This is an optimization exercise on Yosys and OpenROAD, whose aim is small area, not a production implementation.
Function was checked by simulation only, so behaviour that the tests miss may differ from the original.
Power figures rest on the tool's default switching activity, not on a simulated workload.

### design.v
module mcp3421_codec (
    input  wire        clk,
    input  wire        rst,         
    input  wire        multi_ch,    
    input  wire        cmd_valid,
    input  wire [39:0] cmd,
    output reg         rsp_valid,
    output reg  [3:0]  rsp_status,
    output reg         rsp_is_bool,
    output reg  [31:0] rsp_res,
    output reg  [23:0] rsp_einfo
);
    localparam [1:0] PH_UNINIT = 2'd0,
                     PH_CONF   = 2'd1,
                     PH_FAULT  = 2'd2;
    localparam [4:0] OP_BITMASK       = 5'h01,
                     OP_LOOKUP_FIELD  = 5'h02,
                     OP_GET_FIELD     = 5'h03,
                     OP_SET_FIELD     = 5'h04,
                     OP_DECODE_CONFIG = 5'h05,
                     OP_ENCODE_CONFIG = 5'h06,
                     OP_SET_MODE      = 5'h07,
                     OP_SET_CHANNEL   = 5'h08,
                     OP_SET_GAIN      = 5'h09,
                     OP_SET_RATE      = 5'h0A,
                     OP_GET_PROP      = 5'h0B,
                     OP_DATA_READY    = 5'h0C,
                     OP_RES_BITS      = 5'h0D,
                     OP_REAL_RATE     = 5'h0E,
                     OP_REAL_GAIN     = 5'h0F,
                     OP_CONV_TIME     = 5'h10,
                     OP_DECODE_SAMPLE = 5'h11,
                     OP_DECODE_FRAME  = 5'h12;
    localparam [3:0] ST_OK              = 4'd0,
                     ST_OUT_OF_RANGE    = 4'd1,
                     ST_UNKNOWN_FIELD   = 4'd2,
                     ST_NOT_CONFIGURED  = 4'd3,
                     ST_ILLEGAL_COMMAND = 4'd4,
                     ST_FATAL_RANGE     = 4'd5,
                     ST_REFUSED_FAULTED = 4'd6;
    localparam [7:0] ARG_GAIN     = 8'h01,
                     ARG_RATE     = 8'h02,
                     ARG_CHANNEL  = 8'h03,
                     ARG_MODE     = 8'h04,
                     ARG_PROP_SEL = 8'h05,
                     ARG_FID      = 8'h06,
                     ARG_RANGE    = 8'h07,
                     ARG_OP       = 8'h08,
                     ARG_FIELD    = 8'h10;
    localparam [7:0] N_FIELDS = 8'd5;
    wire [4:0] op  = cmd[39:35];
    wire [2:0] rsv = cmd[34:32];
    wire [7:0] b0  = cmd[31:24];
    wire [7:0] b1  = cmd[23:16];
    wire [7:0] b2  = cmd[15:8];
    wire [7:0] b3  = cmd[7:0];
    reg [1:0] phase;
    reg       ssm;
    reg [1:0] chan_q;
    reg [1:0] gain;
    reg [1:0] rate;
    reg       drdy;
    reg [7:0] cfg_raw;
    wire [1:0] chan = multi_ch ? chan_q : 2'b00;
    reg        op_known;
    reg        needs_cfg;
    reg [31:0] mbz;         
    always @(*) begin
        op_known  = 1'b1;
        needs_cfg = 1'b0;
        mbz       = 32'h0000_0000;
        case (op)
            OP_BITMASK:       mbz = 32'hFFFF_0000;                     
            OP_LOOKUP_FIELD:  mbz = 32'hFFFF_FF00;                     
            OP_GET_FIELD:     mbz = 32'h00FF_00FF;                     
            OP_SET_FIELD:     mbz = 32'h0000_00FE;                     
            OP_DECODE_CONFIG: mbz = 32'hFFFF_FF00;                     
            OP_ENCODE_CONFIG: begin mbz = 32'hFFFF_FFFF; needs_cfg = 1'b1; end   
            OP_SET_MODE:      begin mbz = 32'hFFFF_FF00; needs_cfg = 1'b1; end
            OP_SET_CHANNEL:   begin mbz = 32'hFFFF_FF00; needs_cfg = 1'b1; end
            OP_SET_GAIN:      begin mbz = 32'hFFFF_FF00; needs_cfg = 1'b1; end
            OP_SET_RATE:      begin mbz = 32'hFFFF_FF00; needs_cfg = 1'b1; end
            OP_GET_PROP:      begin mbz = 32'hFFFF_FF00; needs_cfg = 1'b1; end
            OP_DATA_READY:    begin mbz = 32'hFFFF_FFFF; needs_cfg = 1'b1; end
            OP_RES_BITS:      mbz = 32'hFFFF_FF00;
            OP_REAL_RATE:     mbz = 32'hFFFF_FF00;
            OP_REAL_GAIN:     mbz = 32'hFFFF_FF00;
            OP_CONV_TIME:     begin mbz = 32'hFFFF_FFFF; needs_cfg = 1'b1; end
            OP_DECODE_SAMPLE: mbz = 32'h0000_0000;                     
            OP_DECODE_FRAME:  mbz = 32'h0000_0000;                     
            default:          op_known = 1'b0;
        endcase
    end
    wire illegal = !op_known || (rsv != 3'b000) || ((cmd[31:0] & mbz) != 32'h0);
    wire [7:0] fid = (op == OP_LOOKUP_FIELD) ? b3 : b2;
    reg [3:0] f_start;
    reg [3:0] f_end;
    reg [7:0] f_hi;
    reg [7:0] f_mask;
    wire      f_known = (fid < N_FIELDS);
    always @(*) begin
        case (fid)
            8'd0:    begin f_start = 4'd7; f_end = 4'd8; f_hi = 8'd1; f_mask = 8'h80; end  
            8'd1:    begin f_start = 4'd5; f_end = 4'd7; f_hi = 8'd3; f_mask = 8'h60; end  
            8'd2:    begin f_start = 4'd4; f_end = 4'd5; f_hi = 8'd1; f_mask = 8'h10; end  
            8'd3:    begin f_start = 4'd2; f_end = 4'd4; f_hi = 8'd3; f_mask = 8'h0C; end  
            8'd4:    begin f_start = 4'd0; f_end = 4'd2; f_hi = 8'd3; f_mask = 8'h03; end  
            default: begin f_start = 4'd0; f_end = 4'd0; f_hi = 8'd0; f_mask = 8'h00; end
        endcase
    end
    wire       f_is_bool   = (f_end - f_start) == 4'd1;
    wire [7:0] field_value = (b0 & f_mask) >> f_start;                        
    wire [7:0] value_shift = b1 << f_start;
    wire [7:0] field_set   = (b0 & ~f_mask) | (value_shift & f_mask);         
    wire [7:0] bm_start = b2;
    wire [7:0] bm_end   = b3;
    wire       bm_ok    = (bm_start < bm_end) && (bm_end <= 8'd8);
    reg  [7:0] bm_value;
    integer i;
    always @(*) begin
        for (i = 0; i < 8; i = i + 1)
            bm_value[i] = (i >= bm_start) && (i < bm_end);
    end
    wire [7:0]  frame_rate = {6'b0, b3[3:2]};
    wire [7:0]  sample_rate_sel = (op == OP_DECODE_FRAME) ? frame_rate : b3;
    wire [31:0] sample16 = {{16{b0[7]}}, b0, b1};
    wire [31:0] sample24 = {{8{b0[7]}}, b0, b1, b2};
    wire [31:0] sample   = (sample_rate_sel == 8'd3) ? sample24 : sample16;
    wire [1:0] enc_ch = multi_ch ? chan : cfg_raw[6:5];
    wire [7:0] encoded = {ssm, enc_ch, ~ssm, rate, gain};
    reg [3:0]  n_status;
    reg        n_is_bool;
    reg [31:0] n_res;
    reg [23:0] n_einfo;
    reg        do_decode;    
    reg        do_fault;
    reg        do_mode;
    reg        do_chan;
    reg        do_gain;
    reg        do_rate;
    always @(*) begin
        n_status  = ST_OK;
        n_is_bool = 1'b0;
        n_res     = 32'h0;
        n_einfo   = 24'h0;
        do_decode = 1'b0;
        do_fault  = 1'b0;
        do_mode   = 1'b0;
        do_chan   = 1'b0;
        do_gain   = 1'b0;
        do_rate   = 1'b0;
        if (phase == PH_FAULT) begin
            n_status = ST_REFUSED_FAULTED;
        end else if (illegal) begin
            n_status = ST_ILLEGAL_COMMAND;
            n_einfo  = {ARG_OP, 3'b000, op, 8'h00};
        end else if (needs_cfg && phase == PH_UNINIT) begin
            n_status = ST_NOT_CONFIGURED;
        end else begin
            case (op)
                OP_BITMASK: begin
                    if (!bm_ok) begin
                        n_status = ST_FATAL_RANGE;
                        n_einfo  = {ARG_RANGE, bm_start, bm_end};
                        do_fault = 1'b1;
                    end else begin
                        n_res = {24'h0, bm_value};
                    end
                end
                OP_LOOKUP_FIELD: begin
                    if (!f_known) begin
                        n_status = ST_UNKNOWN_FIELD;
                        n_einfo  = {ARG_FID, fid, N_FIELDS};
                    end else begin
                        n_res = {7'h0, 1'b1, f_start, f_end, 8'h00, f_hi};
                    end
                end
                OP_GET_FIELD: begin
                    if (!f_known) begin
                        n_status = ST_UNKNOWN_FIELD;
                        n_einfo  = {ARG_FID, fid, N_FIELDS};
                    end else begin
                        n_res     = {24'h0, field_value};
                        n_is_bool = f_is_bool;
                    end
                end
                OP_SET_FIELD: begin
                    if (!f_known) begin
                        n_status = ST_UNKNOWN_FIELD;
                        n_einfo  = {ARG_FID, fid, N_FIELDS};
                    end else if (b3[0] && (b1 > f_hi)) begin
                        n_status = ST_OUT_OF_RANGE;
                        n_einfo  = {ARG_FIELD + fid, 8'h00, f_hi};
                    end else begin
                        n_res = {24'h0, field_set};
                    end
                end
                OP_DECODE_CONFIG: begin
                    do_decode = 1'b1;
                end
                OP_ENCODE_CONFIG: begin
                    n_res = {24'h0, encoded};
                end
                OP_SET_MODE: begin
                    if (b3 > 8'd1) begin
                        n_status = ST_OUT_OF_RANGE;
                        n_einfo  = {ARG_MODE, 8'd0, 8'd1};
                    end else begin
                        do_mode = 1'b1;
                    end
                end
                OP_SET_CHANNEL: begin
                    if (b3 > 8'd3) begin
                        n_status = ST_OUT_OF_RANGE;
                        n_einfo  = {ARG_CHANNEL, 8'd0, 8'd3};
                    end else begin
                        do_chan = multi_ch;
                    end
                end
                OP_SET_GAIN: begin
                    if (b3 > 8'd3) begin
                        n_status = ST_OUT_OF_RANGE;
                        n_einfo  = {ARG_GAIN, 8'd0, 8'd3};
                    end else begin
                        do_gain = 1'b1;
                    end
                end
                OP_SET_RATE: begin
                    if (b3 > 8'd3) begin
                        n_status = ST_OUT_OF_RANGE;
                        n_einfo  = {ARG_RATE, 8'd0, 8'd3};
                    end else begin
                        do_rate = 1'b1;
                    end
                end
                OP_GET_PROP: begin
                    case (b3)
                        8'd0: begin n_res = {31'h0, ssm};  n_is_bool = 1'b1; end
                        8'd1:       n_res = {30'h0, chan};
                        8'd2:       n_res = {30'h0, gain};
                        8'd3:       n_res = {30'h0, rate};
                        8'd4: begin n_res = {31'h0, drdy}; n_is_bool = 1'b1; end
                        8'd5:       n_res = {24'h0, cfg_raw};
                        default: begin
                            n_status = ST_OUT_OF_RANGE;
                            n_einfo  = {ARG_PROP_SEL, 8'd0, 8'd5};
                        end
                    endcase
                end
                OP_DATA_READY: begin
                    n_is_bool = 1'b1;
                    if (ssm || rate == 2'd3)
                        n_res = {31'h0, drdy};
                    else
                        n_res = 32'd1;
                end
                OP_RES_BITS: begin
                    if (b3 > 8'd3) begin
                        n_status = ST_OUT_OF_RANGE;
                        n_einfo  = {ARG_RATE, 8'd0, 8'd3};
                    end else begin
                        n_res = 32'd12 + {23'h0, b3, 1'b0};
                    end
                end
                OP_REAL_RATE: begin
                    if (b3 > 8'd3) begin
                        n_status = ST_OUT_OF_RANGE;
                        n_einfo  = {ARG_RATE, 8'd0, 8'd3};
                    end else begin
                        case (b3[1:0])
                            2'd0: n_res = 32'd960;
                            2'd1: n_res = 32'd240;
                            2'd2: n_res = 32'd60;
                            2'd3: n_res = 32'd15;
                        endcase
                    end
                end
                OP_REAL_GAIN: begin
                    if (b3 > 8'd3) begin
                        n_status = ST_OUT_OF_RANGE;
                        n_einfo  = {ARG_GAIN, 8'd0, 8'd3};
                    end else begin
                        n_res = 32'd1 << b3[1:0];
                    end
                end
                OP_CONV_TIME: begin
                    case (rate)
                        2'd0: n_res = 32'd4167;
                        2'd1: n_res = 32'd16667;
                        2'd2: n_res = 32'd66667;
                        2'd3: n_res = 32'd266667;
                    endcase
                end
                OP_DECODE_SAMPLE: begin
                    if (b3 > 8'd3) begin
                        n_status = ST_OUT_OF_RANGE;
                        n_einfo  = {ARG_RATE, 8'd0, 8'd3};
                    end else begin
                        n_res = sample;
                    end
                end
                OP_DECODE_FRAME: begin
                    do_decode = 1'b1;
                    n_res     = sample;
                end
                default: ;
            endcase
        end
    end
    always @(posedge clk) begin
        if (rst) begin
            phase     <= PH_UNINIT;
            rsp_valid <= 1'b0;
        end else begin
            rsp_valid <= cmd_valid;
            if (cmd_valid) begin
                if (do_fault)
                    phase <= PH_FAULT;
                else if (do_decode)
                    phase <= PH_CONF;
            end
        end
    end
    always @(posedge clk) begin
        if (!rst && cmd_valid) begin
            rsp_status  <= n_status;
            rsp_is_bool <= n_is_bool;
            rsp_res     <= n_res;
            rsp_einfo   <= n_einfo;
            if (do_decode) begin
                cfg_raw <= b3;
                drdy    <= ~b3[7];
                ssm     <= ~b3[4];
                gain    <= b3[1:0];
                rate    <= b3[3:2];
                if (multi_ch)
                    chan_q <= b3[6:5];
            end
            if (do_mode) ssm    <= b3[0];
            if (do_chan) chan_q <= b3[1:0];
            if (do_gain) gain   <= b3[1:0];
            if (do_rate) rate   <= b3[1:0];
        end
    end
endmodule
### run.sh
#!/bin/bash
# synth_recipe.tcl (not shown) runs the flow's synth.tcl, then flattens the netlist and writes it again
# the make line also repeats each setting of config.mk as NAME=value (left out here)
make -C /OpenROAD-flow-scripts/flow DESIGN_CONFIG=/design/flow/config.mk WORK_HOME=/design/flow/orfs CLKGATE_MAP_FILE= SYNTH_SCRIPT=/design/flow/synth_recipe.tcl finish
### config.mk
export PLATFORM = sky130hd
export DESIGN_NAME = mcp3421_codec
export DESIGN_NICKNAME = mcp3421_codec
export VERILOG_FILES = /design/flow/design.v
export SDC_FILE = /design/flow/constraint.sdc
export NUM_CORES = 4
export LEC_CHECK = 0
export CAP_MARGIN = 20
export CORE_MARGIN = 2
export CORE_UTILIZATION = 40
export SLEW_MARGIN = 20
### constraint.sdc
create_clock -name core_clock -period 6.0 [get_ports {clk}]
set_input_delay 1.2000 -clock core_clock [delete_from_list [all_inputs] [get_ports {clk}]]
set_output_delay 1.2000 -clock core_clock [all_outputs]
set_load 0.01 [all_outputs]
==> summary.md <==
| Metric | Value |
|---|---|
| Clock-pin slew of the registers on the worst-case setup and hold paths | `0.06 ns` |
| Fillers | `1384` |
| Crit path DAT | `5.66 ns` |
| Fin crit share | `91.2%` |
| DRC viols | `0` |
| Seq cells post-synth | `72` |
| Hold buffer count at cts | `0` |
| 1st-iter DRT viols | `593` |
| Pleak | `2.60 nW` |
| Core Area | `0.0145 mm2` |
| Slew HR | `27.4%` |
| Fin area | `0.00747 mm2` |
| Final #Nets | `819` |
| Max_cap viols | `0` |
| H-tree levels | `3` |
| Simple-gate share of the synthesized area | `21.3%` |
| HPWL after DPL | `17400 um` |
| Setup Viol. Count Final | `0` |
| Pwr Density | `187 mW/mm2` |
| First-pass GRT wire length | `34300 um` |
| Gr ovfl total | `0` |
| Post-synth EDFFs | `69` |
| Syn_area_per_cell | `9.19 um2` |
| Largest family of logic cells by synthesized area | `compound AO/OA/AOI/OAI gates` |
| # resized after CTS | `0` |
| Initial antenna violation count | `0` |
| Worst path required time | `6.18 ns` |
| CTS Buffer Depth | `2` |
| Share of cells above drive strength 1 | `11.0%` |
| Top achievable clock speed | `0.183 GHz` |
| GPL Wtd Cong | `0.957` |
| Placed Area | `0.00715 mm2` |
| Number of global-route vias before repair | `5659` |
| Initial Util | `41.1%` |
| Root Driver | `clkbuf_16` |
| First-pass DRT Iterations | `5` |
| HP Class | `reg2reg` |
| Mean number of vias per cell | `6.37` |
| ANT cells | `0` |
| Compound-Gate Fraction of Synth Area | `22.0%` |
| Final setup TNS | `0 ns` |
| Adder-Cell Fraction of Synth Area | `7.46%` |
| Hold Vio Cnt, Final | `0` |
| Clock Latency Late Sink | `0.35 ns` |
| RSZ-0062 raised after global routing | `false` |
| Antenna Nets Post-Route | `0` |
| Crit end category | `flip-flop` |
| Io pins | `106` |
| Most used DFF post-synth | `edfxtp_1` |
| Status | `no timing/DRC/antenna violations` |
| Die height | `126 um` |
| Peak supply drop | `0.116 mV` |
| Largest net degree at the start of global routing | `35` |
| Post-synthesis mux area share | `6.35%` |
| Post-CTS Setup Inserts | `0` |
| CP startpoint kind | `primary input` |
| Drt total wl | `23000 um` |
| Port Buffers | `104` |
| Die Area | `0.0159 mm2` |
| Max Slew Vio Count | `0` |
| Setup CP Type | `in2reg` |
| Width of the die | `126 um` |
| Area occupied by multi-input gates | `0.00347 mm2` |
| Fraction of registers with async set/reset | `0%` |
| Max FO, Critical Path | `8` |
| Cell Area, Synth | `0.00597 mm2` |
| Cell variety after synth | `83` |
| Core Rows | `44` |
| WL per Instance | `24.8 um` |
| Synth-to-Final Area Change | `25.1%` |
| Layout Skew | `0.00894 ns` |
| Synth Warn # | `1` |
| Seq. cell area | `0.00213 mm2` |
| GRT Total Usage | `28.4%` |
| Final worst path period need | `5.47 ns` |
| CTS Sinks | `72` |
| XOR/XNOR Fraction of Synth Area | `0.733%` |
| Post-synthesis cell count | `650` |
| Least-Margin Pin Slew | `1.08 ns` |
| Vias | `5919` |
| TritonCTS Buffers | `9` |
| CTS tree | `done` |
| Register area share after synthesis | `35.7%` |
area by class of cell:
| type | count | share of cell area [%] |
|---|---|---|
| clock inverters | 6 | 1.24 |
| multi-input cells | 502 | 46.5 |
| well taps | 184 | 3.08 |
| clock buffers | 10 | 3.06 |
| repair buffers | 126 | 16.1 |
| inverters | 29 | 1.46 |
| flip-flops and latches | 72 | 28.5 |
registers in the layout, summed over array words and instances (netlist names):
name / flops
rsp_res: 25
rsp_valid: 1
gain: 2
cfg_raw: 8
ssm: 1
chan_q: 2
rate: 2
drdy: 1
rsp_is_bool: 1
phase: 2
rsp_status: 3
rsp_einfo: 24
critical path, stage by stage:
cell             delay [ns]
clkdlybuf4s50_1        0.51
inv_1                  0.16
ha_1                   0.18
or4b_1                 0.60
nand2_1                0.11
o21ai_0                0.14
inv_1                  0.11
ha_1                   0.32
inv_1                  0.14
a21o_1                 0.20
o21ai_0                0.21
inv_1                  0.07
ha_1                   0.28
nor2b_1                0.13
a2bb2oi_1              0.14
o21a_1                 0.22
nor3b_2                0.52
a22oi_1                0.14
a41oi_1                0.25
metal layers:
layer	track usage [%]	vias up	part of all wire, %
li1	-	2665	-
met1	38.6	2885	43
met2	44.8	324	45
met3	5.90	45	8.1
met4	10.7	0	3.4
met5	0	-	0
metrics by stage:
stage / total power [mW] / instances / hold slack, ns / utilization [%] / worst slack (ns)
after CTS: 1.40 / 929 / 0.491 / 51.4 / 0.572
after floorplan: 0.695 / 651 / 0.451 / - / 0.675
after detailed placement: 0.806 / 913 / 0.483 / 49.2 / 0.220
final: 1.40 / 929 / 0.488 / 51.4 / 0.526
after global routing: 1.44 / 929 / 0.510 / 51.4 / 0.0721
after global placement: 0.807 / 913 / 0.474 / 49.2 / 0.442
placed cells by master (no fill, tap or decap), types with 6 or more instances in the layout:
master / n
a22oi_1: 9
nand2_1: 55
a21oi_1: 34
o21ai_0: 32
mux2i_1: 12
edfxtp_1: 69
nor3_1: 28
nand2b_1: 12
clkbuf_16: 9
nor2_1: 48
nor2b_1: 6
a211oi_1: 7
o211ai_1: 6
or2_2: 6
o22ai_1: 6
a21o_1: 8
nand3_1: 23
or3_1: 7
nor4_1: 8
mux2_2: 23
nand4_1: 8
inv_1: 28
clkdlybuf4s50_1: 104
ha_1: 34
buf_4: 22
a31oi_1: 14
cells in the mapped netlist, drive strengths merged (4+ instances only):
master | number | share of area [%]
mux2 | 23 | 4.3
mux2i | 12 | 2.0
a21oi | 34 | 2.8
a22oi | 10 | 1.3
buf | 23 | 2.8
a2111oi | 4 | 0.90
a2bb2oi | 5 | 0.73
o22a | 5 | 0.73
nor2 | 48 | 3.0
nand3 | 23 | 1.9
ha | 34 | 7.1
and3 | 5 | 0.52
or4 | 5 | 0.69
nand4 | 8 | 0.84
nor2b | 6 | 0.63
nand2b | 12 | 1.3
nor3 | 29 | 2.5
a41oi | 5 | 0.86
o21a | 5 | 0.63
edfxtp | 69 | 35
o211ai | 6 | 0.75
clkbuf | 25 | 1.7
nor4 | 8 | 0.84
nand2 | 55 | 3.5
nor3b | 6 | 0.84
or3 | 7 | 0.73
a32oi | 5 | 0.73
a31oi | 15 | 1.7
or2 | 6 | 0.63
xnor2 | 4 | 0.59
o22ai | 6 | 0.63
inv | 29 | 1.8
and2 | 5 | 0.52
o31ai | 4 | 0.50
a21o | 9 | 1.2
a211oi | 7 | 0.88
o21ai | 33 | 2.8
a32o | 5 | 0.84
path summary, 6_finish.rpt:
kind | slack, ns | endpoint | startpoint | cells after the start
setup reg to reg | 3.35 | rsp_res[0] | rate[1] | 7
setup / recovery | 0.53 | rsp_res[1] | cmd[35] | 19
hold reg to reg | 0.49 | phase[1] | phase[1] | 2
hold / removal | 0.49 | phase[1] | phase[1] | 2
power by group:
group          switching [mW]  total, mW  internal [mW]
logic                   0.148      0.244         0.0952
clock network           0.231      0.598          0.367
registers             0.00195      0.558          0.556
logic make-up (layout without fill, tap and decap cells):
kind of cell	Yosys count	count (layout)
AO/OA/AOI/OAI	185	185
XOR/XNOR	5	5
adder cells (fa/ha/maj)	35	35
buffers and inverters	77	171
flip-flops	72	72
multiplexers	35	35
other	1	2
AND/OR/NAND/NOR	240	240

-- what the ideal ports hide --
In the flow no input, the clock included, has a driving cell. The finished layout below was timed again as built, in two steps. Step 1, drivers: a clkbuf_16 drives clk and a buf_2 each remaining input, both assumed. Step 2, shift: input delay + t, output delay - t, t = (earliest + latest rising clock arrival at the registers) / 2. This alone moves slack from input paths to output paths. Slacks: ideal ports / drivers / drivers and shift; pairs: ideal ports / drivers.
shift t [ns]: 0.388
setup slack, ns: 0.526 / 0.545 / 0.158
worst setup path after step 2: input to register
After both steps setup and hold are still met in this run. The setup slack of this run moves by +0.019 ns with the drivers and by -0.368 ns with both steps.
